What follows belongs to an exercise in optimizing a design on an open flow for small area, a short achievable clock period and few clock cycles per item; a production flow would make more cautious choices. Only the layout flow was run in this run; the RTL was not checked for function there. Power figures rest on the tool's default switching activity, not on a simulated workload.

[flow/config.mk]
export PLATFORM = sky130hd
export DESIGN_NAME = sscore_enc
export DESIGN_NICKNAME = sscore_enc
export VERILOG_FILES = /design/flow/design.v
export SDC_FILE = /design/flow/constraint.sdc
export NUM_CORES = 4
export LEC_CHECK = 0
export CAP_MARGIN = 20
export CORE_MARGIN = 2
export CORE_UTILIZATION = 40
export SLEW_MARGIN = 20
[flow/design.v]
module sscore_enc (
    input             clk,
    input             rst,         
    input             start,
    input      [47:0] in_len,
    output            idle,
    input             in_valid,
    output            in_ready,
    input       [7:0] in_data,
    output            out_valid,
    input             out_ready,
    output     [15:0] out_cp
);
    localparam [1:0] M_SCAN = 2'b00, M_ZERO = 2'b01, M_FF = 2'b10, M_PAT = 2'b11;
    reg         idle_q;
    reg         hdr;         
    reg  [1:0]  hidx;
    reg  [47:0] R;           
    reg  [3:0]  wc;          
    reg  [7:0]  w [0:8];
    reg         inrdy;
    reg         eoi;         
    reg         ovalid;
    reg  [11:0] osym;
    reg  [1:0]  mode;
    reg  [9:0]  c;           
    reg         ph;          
    reg  [1:0]  pe;          
    reg         ending;      
    reg         lastpair;    
    reg         sflag;       
    reg  [1:0]  se;          
    assign idle      = idle_q;
    assign in_ready  = inrdy;
    assign out_valid = ovalid;
    assign out_cp    = {4'hE, osym};
    wire can  = !ovalid || out_ready;
    wire push = in_valid && inrdy;
    wire [7:0] w0 = w[0], w1 = w[1], w2 = w[2], w3 = w[3];
    wire [7:0] w4 = w[4], w5 = w[5], w6 = w[6], w7 = w[7];
    wire z0 = (w0 == 8'h00), z1 = (w1 == 8'h00), z2 = (w2 == 8'h00), z3 = (w3 == 8'h00);
    wire f0 = (w0 == 8'hFF), f1 = (w1 == 8'hFF), f2 = (w2 == 8'hFF), f3 = (w3 == 8'hFF);
    wire e0 = (w0 == w2), e1 = (w1 == w3), e2 = (w2 == w4);
    wire e3 = (w3 == w5), e4 = (w4 == w6), e5 = (w5 == w7);
    wire ge2 = (wc >= 4'd2), ge4 = (wc >= 4'd4), ge5 = (wc >= 4'd5);
    wire ge6 = (wc >= 4'd6), ge8 = (wc >= 4'd8);
    wire zero4 = ge4 && z0 && z1 && z2 && z3;
    wire ff4   = ge4 && f0 && f1 && f2 && f3;
    wire pat4  = ge8 && e0 && e1 && e2 && e3 && e4 && e5;
    wire m1    = ge4 && e0 && e1;            
    wire m2    = ge6 && e2 && e3;            
    wire m1n   = ge5 && e1 && e2;            
    wire cont  = ge2 && ((mode == M_ZERO) ? z1 : f1);
    wire [9:0] c1 = c + 10'd1;
    wire [9:0] c2 = c + 10'd2;
    wire c1max = (c == 10'd1022);
    wire hi0   = (R[47:4] == 44'd0);
    wire rdone = hi0 && (R[3:0] == 4'd0);
    wire ready = ge8 || (eoi && (wc != 4'd0));
    wire body  = !idle_q && !hdr && !rdone;
    wire sblk  = (mode == M_PAT) && !ph && sflag && (se != 2'd3);
    wire step  = body && can && ready && !sblk;
    reg         emit;
    reg  [11:0] esym;
    always @(*) begin
        emit = 1'b0;
        esym = {4'h0, w0};
        if (!idle_q && hdr) begin
            emit = can;
            case (hidx)
                2'd0: esym = R[47:36];
                2'd1: esym = R[35:24];
                2'd2: esym = R[23:12];
                default: esym = R[11:0];
            endcase
        end else if (body && can && ready && sblk) begin
            emit = 1'b1;
            case (se)
                2'd0: esym = {M_PAT, c1};
                2'd1: esym = {4'h0, w0};
                default: esym = {4'h0, w1};
            endcase
        end else if (step) begin
            case (mode)
                M_SCAN: begin
                    emit = !(zero4 || ff4 || pat4);
                    esym = {4'h0, w0};
                end
                M_PAT: begin
                    if (!ph && !ending && !sflag && !m2) begin
                        emit = 1'b1;
                        esym = {M_PAT, c2};
                    end else begin
                        emit = (pe != 2'd0);
                        esym = {4'h0, w1};
                    end
                end
                default: begin
                    emit = !cont || (c1 == 10'd1023);
                    esym = {mode, c1};
                end
            endcase
        end
    end
    wire [3:0] wpos = wc - {3'b000, step};
    integer j;
    always @(posedge clk) begin
        for (j = 0; j < 9; j = j + 1) begin
            if (push && (wpos == j))
                w[j] <= in_data;
            else if (step && j < 8)
                w[j] <= w[j + 1];
        end
        if (emit) osym <= esym;
        if (idle_q) begin
            R <= in_len;
            hidx <= 2'd0;
        end else begin
            if (step) R <= R - 48'd1;
            if (hdr && can) hidx <= hidx + 2'd1;
        end
        if (step) begin
            case (mode)
                M_SCAN: begin
                    c <= 10'd1;
                end
                M_PAT: begin
                    if (!ph && !ending && !sflag) c <= c1;
                    else if (!ph && sflag && m1) c <= 10'd0;
                end
                default: begin
                    c <= (!cont || (c1 == 10'd1023)) ? 10'd0 : c1;
                end
            endcase
        end
        if (rst) begin
            idle_q <= 1'b1;
            hdr    <= 1'b0;
            wc     <= 4'd0;
            inrdy  <= 1'b0;
            eoi    <= 1'b0;
            ovalid <= 1'b0;
            mode   <= M_SCAN;
            ph     <= 1'b0;
            pe     <= 2'd0;
            ending <= 1'b0;
            lastpair <= 1'b0;
            sflag  <= 1'b0;
            se     <= 2'd0;
        end else begin
            if (emit) ovalid <= 1'b1;
            else if (out_ready) ovalid <= 1'b0;
            if (idle_q) begin
                if (start) begin
                    idle_q <= 1'b0;
                    hdr    <= 1'b1;
                    inrdy  <= (in_len != 48'd0);
                    eoi    <= (in_len == 48'd0);
                end
            end else begin
                wc    <= wc - {3'b000, step} + {3'b000, push};
                eoi   <= hi0 && (R[3:0] == wc + {3'b000, push});
                inrdy <= !(hi0 && (R[3:0] == wc + {3'b000, push})) &&
                         ((wc - {3'b000, step} + {3'b000, push}) != 4'd9);
                if (hdr && can && hidx == 2'd3) hdr <= 1'b0;
                if (!hdr && rdone && can) idle_q <= 1'b1;
                if (body && can && ready && sblk)
                    se <= se + 2'd1;
                if (step) begin
                    case (mode)
                        M_SCAN: begin
                            if (zero4)      mode <= M_ZERO;
                            else if (ff4)   mode <= M_FF;
                            else if (pat4) begin
                                mode <= M_PAT;
                                ph   <= 1'b1;
                            end
                        end
                        M_PAT: begin
                            if (!ph) begin
                                ph <= 1'b1;
                                if (ending) begin
                                    if (pe != 2'd0) pe <= pe - 2'd1;
                                    lastpair <= 1'b1;
                                end else if (sflag) begin
                                    se    <= 2'd0;
                                    sflag <= 1'b0;
                                    if (!m1) lastpair <= 1'b1;
                                end else if (!m2) begin
                                    pe     <= 2'd2;
                                    ending <= 1'b1;
                                end
                            end else begin
                                if (pe != 2'd0) pe <= pe - 2'd1;
                                if (lastpair) begin
                                    mode     <= M_SCAN;
                                    ph       <= 1'b0;
                                    ending   <= 1'b0;
                                    lastpair <= 1'b0;
                                end else begin
                                    ph    <= 1'b0;
                                    sflag <= !ending && (!m1n || c1max);
                                end
                            end
                        end
                        default: begin
                            if (!cont) mode <= M_SCAN;
                        end
                    endcase
                end
            end
        end
    end
endmodule
[flow/run.sh]
#!/bin/bash
# synth_recipe.tcl (not shown) runs the flow's synth.tcl, then flattens the netlist and writes it again
# the make line also repeats each setting of config.mk as NAME=value (left out here)
make -C /OpenROAD-flow-scripts/flow DESIGN_CONFIG=/design/flow/config.mk WORK_HOME=/design/flow/orfs CLKGATE_MAP_FILE= SYNTH_SCRIPT=/design/flow/synth_recipe.tcl finish
[flow/constraint.sdc]
create_clock -name core_clock -period 8.0 [get_ports {clk}]
set_input_delay 1.6000 -clock core_clock [delete_from_list [all_inputs] [get_ports {clk}]]
set_output_delay 1.6000 -clock core_clock [all_outputs]
set_load 0.01 [all_outputs]
==> summary.txt <==
- Synth Instances: just over 1000
- Final Cycle Share: 0.7109
- Worst-Skew Late Latency: 440 ps
- Slew HR: 0.3163
- Slew @ Worst Pin: approximately 1000 ps
- Max clock buf depth: 2
- Reg2reg start: R[11]
- Initial antenna violation count: 0
- Die height: 164.5 um
- WL per Instance: 20.78 um
- Core area: 0.02525 mm2
- Most used DFF post-synth: edfxtp_1
- # setup viols final: 0
- Initial Utilization: 0.4082
- Fin. Hold Viols: 0
- Layout cells sized above 1: 0.1141
- Drt initial violations: 837
- Yosys top cell by area: edfxtp_1
- First-pass GRT wire length: roughly 46 mm
- Peak VDD IR: 107.7 uV
- Drt via density: approximately 5.9
- Rows: 58
- Fin. max-slew vios: 0
- Ports: 80
- Worst Skew: 15.59 ps
- Clk pwr share: 0.393
- Crit end category: register
- Critical path cell sequence: clkdlybuf4s50_1, nor2b_1, nor3_1, o21ai_0, a41oi_2, buf_4, nand2_1, inv_2, ha_1, ha_1, nor2_1, a21oi_1, nor2_1, nand2_1, nand2_1
- Hold Crit Endpoint: eoi
- Comb power frac: 0.098
- Seq/Total Area, Yosys: 0.4544
- GR peak layer: met2
- Worst Path Required: 8090 ps
- Global-route met2 utilization: 0.3522
- WP data arrival: about 5800 ps
- PwrDens: 167.3 mW/mm2
- Clock transition at path regs: 70 ps
- Detailed Place HPWL: 21.43 mm
- Mean post-synth cell area: ~10 um2
- Worst reg-to-reg setup slack: 2830 ps
- Final Util: 0.4701
- Met3 GRT Util: 0.04395
- Placed Cells: 1385
- Fin crit period: around 5700 ps
- TritonCTS clock tree: yes
- Crit-path slowest cell: a21oi_1
- Post-CTS sizing: 0
- Hold path cells: 2
- H-tree depth: 4
- Outcome: no timing/DRC/antenna violations
- CP peak stage delay: ~520 ps
- Final net count: 1159
- Synth warn: 2
- CTS Hold Bufs: 0
- Die W: 164.5 um
- Top cell type's share of synthesized area: 0.4136
- Port Buffers: 75
- Final Non-Filler Cells: about 1400
- Area growth syn-to-layout: 15.15%
- Tightest Hold Check Type: reg2reg
- Fillers: 2449
- Yosys reg bits: 163
- DR vias: 8309
- CP max FO: 23
- Tot GR Track Use: 0.2221
- Fin Hold WS: 463.8 ps
- DRT Pass-1 Iters: 6
- Pint: 1.481 mW
- Total grt overflow: 0
- Largest net degree at the start of global routing: 102
- Ys async rst share: 0
- R2R depth: 12
- Crit Reg-Reg Endpoint: w[0][2]
- Routability congestion estimate: 0.9217
- Post-synthesis cell type count: 76
- Synth top area cells: edfxtp_1 41%, mux2_2 7.6%, xor2_1 5.6%, xnor2_1 4.3%, nand2_1 4.3%
- Setup Buffers After CTS: 0
- Most used cell along the critical path: nand2_1
- Residual DRC: 0
- Number of flops mapped to enable cells by yosys: about 140
- Clock Sinks: 163
- Sw frac: 0.2543
- Die area: 0.02708 mm2
- Hold Startpoint: eoi
- Reg power frac: 0.509
- Sw Pwr: 0.5050 mW
- Total CTS buffers: 17
- Ant diodes: 0
- Max-cap viol count: 0
- CTS root buffer: clkbuf_16
- CP startpoint kind: input port
- Post-route setup TNS: 0 ps
- Cell area after synthesis: 0.01031 mm2
- Routed wire length: approximately 29 mm
- Fmax: 175.8 MHz
- Critical path type: in2reg
- RSZ-0062 raised after global routing: no
- Lkg Pwr: 3.981 nW
- Detail Route Antenna Nets: 0
- Met1 usage: 0.3102
- Vias in the first global route: about 8000
synthesized netlist by cell type (all sizes together) (3+ instances only):
master / n
nand4: 21
a222oi: 12
o21ai: 75
ha: 24
or2: 4
dfxtp: 21
and3: 5
clkbuf: 34
nand3b: 3
o31ai: 4
a32oi: 3
xnor2: 51
nor4: 41
inv: 29
or4: 6
mux2: 70
a22oi: 3
buf: 11
a21oi: 33
mux2i: 7
or3: 15
nor3: 31
o221ai: 4
o22ai: 3
nand2: 117
a31oi: 10
nor2b: 9
a221oi: 7
a21o: 5
o211ai: 4
xor2: 66
nand3: 19
nand2b: 8
nor2: 74
o311a: 3
edfxtp: 142
a221o: 4
and2: 4
a211oi: 4
a41oi: 3
layout by cell type (no fill, tap or decap), types with 8 or more instances in the layout:
cell,count
a31oi_1,10
nand2b_1,8
nand3_1,18
clkdlybuf4s50_1,75
nor4_1,37
o21ai_0,68
nor3_1,29
nor2b_1,9
xor2_1,66
a222oi_1,12
edfxtp_1,142
ha_1,24
nor2_1,73
xnor2_1,51
clkbuf_16,17
nand2_1,116
a21oi_1,33
or3_1,13
nand4_1,21
mux2_2,70
inv_1,27
dfxtp_1,20
kinds of logic after synthesis:
group                    share of synthesized area
buffers and inverters                      0.02937
flip-flops                                  0.4544
AND/OR/NAND/NOR                             0.1802
multiplexers                               0.08325
other                                    0.0007284
adder cells (fa/ha/maj)                    0.02913
XOR/XNOR                                   0.09939
AO/OA/AOI/OAI                               0.1235
how the worst max path moves through the flow:
stage / from / slack, ps / to
3_3_place_gp: out_ready / 2160 / w[0][6]
3_5_place_dp: out_ready / 2020 / w[0][7]
4_1_cts: out_ready / 2470 / w[0][2]
2_1_floorplan: out_ready / 3650 / w[2][0]
5_1_grt: out_ready / 2030 / w[7][3]
6_report: out_ready / 2310 / w[3][4]
power groups by stage:
stage	registers [mW]	logic, mW	clock network, mW
2_1_floorplan	1.01	0.113	0
3_3_place_gp	1.03	0.192	0
3_5_place_dp	1.03	0.193	0
4_1_cts	1.01	0.194	0.789
5_1_grt	1.02	0.213	0.828
6_report	1.01	0.195	0.780
flip-flops by register name, indices dropped and copies added, names as in the netlist, 2 cells and up:
name  flops
osym     12
se        2
w        72
pe        2
R        48
c        10
hidx      2
wc        4
mode      2
critical path, delay by kind of cell:
family,cells,cell delay (ps)
compound gates,3,910
fa+ha+maj,2,580
buf+inv,3,1140
simple gates,7,1530
per-stage QoR:
step,area [um2],power [mW],worst slack [ps]
after floorplan,10320,1.124,3655
after global placement,11330,1.220,2164
after detailed placement,11330,1.222,2020
after CTS,11870,1.994,2468
after global routing,11870,2.057,2029
final,11870,1.986,2313
cell type report:
| class | count | area, um2 | share of cell area |
|---|---|---|---|
| multi-input cells | 783 | 5333 | 0.4492 |
| repair buffers | 80 | 788.3 | 0.06640 |
| well taps | 330 | 412.9 | 0.03478 |
| clock buffers | 20 | 436.7 | 0.03678 |
| inverters | 29 | 108.9 | 0.009169 |
| clock inverters | 12 | 106.4 | 0.008959 |
| flip-flops and latches | 163 | 4686 | 0.3947 |
routing by layer:
layer	up-vias	wire, um
li1	3921	-
met2	308	13720
met1	4049	13400
met5	-	0
met3	31	1858
met4	0	467

re-timing with driven ports:
The flow's constraints put no driver on any port. The routed layout listed below was extracted and timed again, unchanged, in two steps.
Step 1, drivers: a clkbuf_16 drives clk and a buf_2 each remaining input, both assumed.
Step 2 also shifts input and output timing later by t, the mid clock arrival at the registers, as if the neighbouring blocks saw the same clock.
Three values: ideal ports, drivers, drivers and shift; two values: the first two.
shift t [ns]: 0.479
setup WS [ns]: 2.313 / 2.335 / 1.856
hold slack, ns: 0.464 / 0.464 / 0.464
After both steps setup and hold are still met in this run. For this run, drivers alone change the setup slack by +0.022 ns; drivers and shift together by -0.457 ns.
